This design comes from an exercise in tuning for small area, a short achievable clock period and few clock cycles on the open sky130 flow, not from production work. The RTL was checked by simulation tests, not by an equivalence proof against the original design. Power and IR drop assume default switching activity.

## xenon
Design fm_rsb, start of the top module:
module fm_rsb (
    input  wire        clk,
    input  wire        rst,
    input  wire        cmd_valid,
    output wire        cmd_ready,
    input  wire [31:0] cmd,
    output reg         rsp_valid,
    output wire [31:0] rsp,
    output reg         bus_req,
    output reg  [1:0]  bus_op,
    output reg  [7:0]  bus_wdata,
    output reg         bus_rnack,
    input  wire        bus_done,
    input  wire        bus_ack,
    input  wire [7:0]  bus_rdata,
    output reg         dly_req,
    output reg  [9:0]  dly_ms,
    input  wire        dly_done
);
export LEC_CHECK = 0
export CAP_MARGIN = 20
export CORE_MARGIN = 2
export CORE_UTILIZATION = 40
export CTS_CLUSTER_DIAMETER = 100
export CTS_CLUSTER_SIZE = 22
export SLEW_MARGIN = 20
export SYNTH_HIERARCHICAL = 1
create_clock -name core_clock -period 10.0 [get_ports {clk}]
standard.sh (not shown) runs the stock make flow with config.mk's settings and CLKGATE_MAP_FILE= SYNTH_SCRIPT=/design/flow/synth_recipe.tcl, a recipe that flattens the netlist after the stock synthesis.
==> flow/flow/run.sh <==
#!/bin/bash
# Standard layout, except: port buffers are plain buffers (buf_2) instead of the
# delay cells the default pick gives, and timing repair aims at a setup slack
# margin well above the one the clock period alone asks for, so that it sizes
# the critical paths. make's output goes to standard.log.
set -euo pipefail
bash standard.sh "BUFFER_PORTS_ARGS=-buffer_cell sky130_fd_sc_hd__buf_2" \
    SETUP_SLACK_MARGIN=6.65 finish > standard.log 2>&1
Testbench counts of xenon, summed over its fixed seeds: cycles 134,294.
The inputs of zinc differ from those of xenon as listed below.
- putting CTS_BUF_LIST at sky130_fd_sc_hd__clkbuf_8 where nothing was set
- swapping 40 for 55 in CORE_UTILIZATION
- swapping 100 for 80 in CTS_CLUSTER_DIAMETER
- swapping 22 for 16 in CTS_CLUSTER_SIZE
-- flow/flow/run.sh --
<<< xenon, line 8
    SETUP_SLACK_MARGIN=6.65 finish > standard.log 2>&1
>>> zinc, line 8
    SETUP_SLACK_MARGIN=6.8 finish > standard.log 2>&1
Findings:
Combinational power: zinc vs xenon up 18%. Side by side, area of the die turned out lower in zinc than in xenon. Sort xenon and zinc by growth of design area from synthesis to finish desc -> top: zinc. In the tables for xenon and zinc, via count reads higher with zinc. In summary, zinc completed successfully, with a layout that passed the timing, DRC and antenna checks. xenon finished every step from synthesis to the final layout, and the layout passed the timing, DRC and antenna checks. Against xenon, wire length of the first global-routing pass in zinc fell slightly.
Input changes introduced in sierra (baseline for comparison: zinc):
- CTS_CLUSTER_DIAMETER changed from 80 to 60
- CORE_UTILIZATION changed from 55 to 40
- CTS_CLUSTER_SIZE changed from 16 to 12
### Flow results
- sierra: all stages complete, timing, DRC and antenna checks passed
- Between sierra and zinc, it is sierra whose area overhead of the layout relative to synthesis is higher, by 1.6 points.
- Taking zinc as the reference, in sierra core utilization lower, wire length roughly the same, die area higher, part of the power in the clock network higher, number of inserted filler cells in the final layout higher.
- As of sierra, area of placed instances had risen slightly compared to zinc.
- Final total power of sierra exceeds that of zinc by a few percent.
- Of sierra and zinc, the run reporting the higher proportion of cell area occupied by registers was zinc.
- zinc has higher footprint of the multi-input gates than sierra.
- CTS buffer count sits higher in sierra than in zinc.
Setup changes, sierra to indigo
- CTS_BUF_LIST changed from sky130_fd_sc_hd__clkbuf_8 to sky130_fd_sc_hd__clkbuf_8 sky130_fd_sc_hd__clkbuf_16
### Flow results
- Row routed wire length: indigo higher / sierra lower
- Looking at sierra and indigo, the routed via count is a wash.
- Going from sierra to indigo, the max-slew headroom at the worst pin was found to have gone down by 3.7 points.
- | critical path depth | lower: sierra |
- indigo does better than sierra on worst setup slack.
- Number of signal-net buffers in the layout delta for indigo relative to sierra: 5 higher
- The run showing the smaller power spent charging and discharging nets is sierra.

==> what the ideal ports hide <==
Ports are ideal in the flow. The routed layouts listed here were re-timed in OpenROAD.
Step 1 (the two cells are an assumption about what drives the block):
set clk [get_ports {clk}]
set_driving_cell -lib_cell sky130_fd_sc_hd__clkbuf_16 $clk
set_driving_cell -lib_cell sky130_fd_sc_hd__buf_2 [delete_from_list [all_inputs] $clk]
Step 2 times the ports against the registers' clock, not the clock port: input delays grow and output delays shrink by t, the midpoint of the rising clock arrivals with the driver on.
Slacks: ideal ports / drivers / drivers and shift; pairs: ideal ports / drivers.
run | shift t [ns] | setup WS [ns] | worst hold slack (ns) | latest minus earliest clock arrival (ns)
xenon | 0.597 | 6.666 / 6.666 / 6.138 | 0.489 / 0.489 / 0.489 | 0.029 / 0.029
zinc | 0.678 | 6.712 / 6.664 / 6.148 | 0.493 / 0.493 / 0.493 | 0.024 / 0.024
sierra | 0.661 | 6.765 / 6.708 / 6.184 | 0.491 / 0.491 / 0.491 | 0.036 / 0.036
indigo | 0.616 | 6.793 / 6.759 / 6.208 | 0.493 / 0.493 / 0.493 | 0.030 / 0.030
After both steps every run listed still meets setup and hold. For indigo, which loses most, drivers alone change the setup slack by -0.034 ns; drivers and shift together by -0.585 ns.
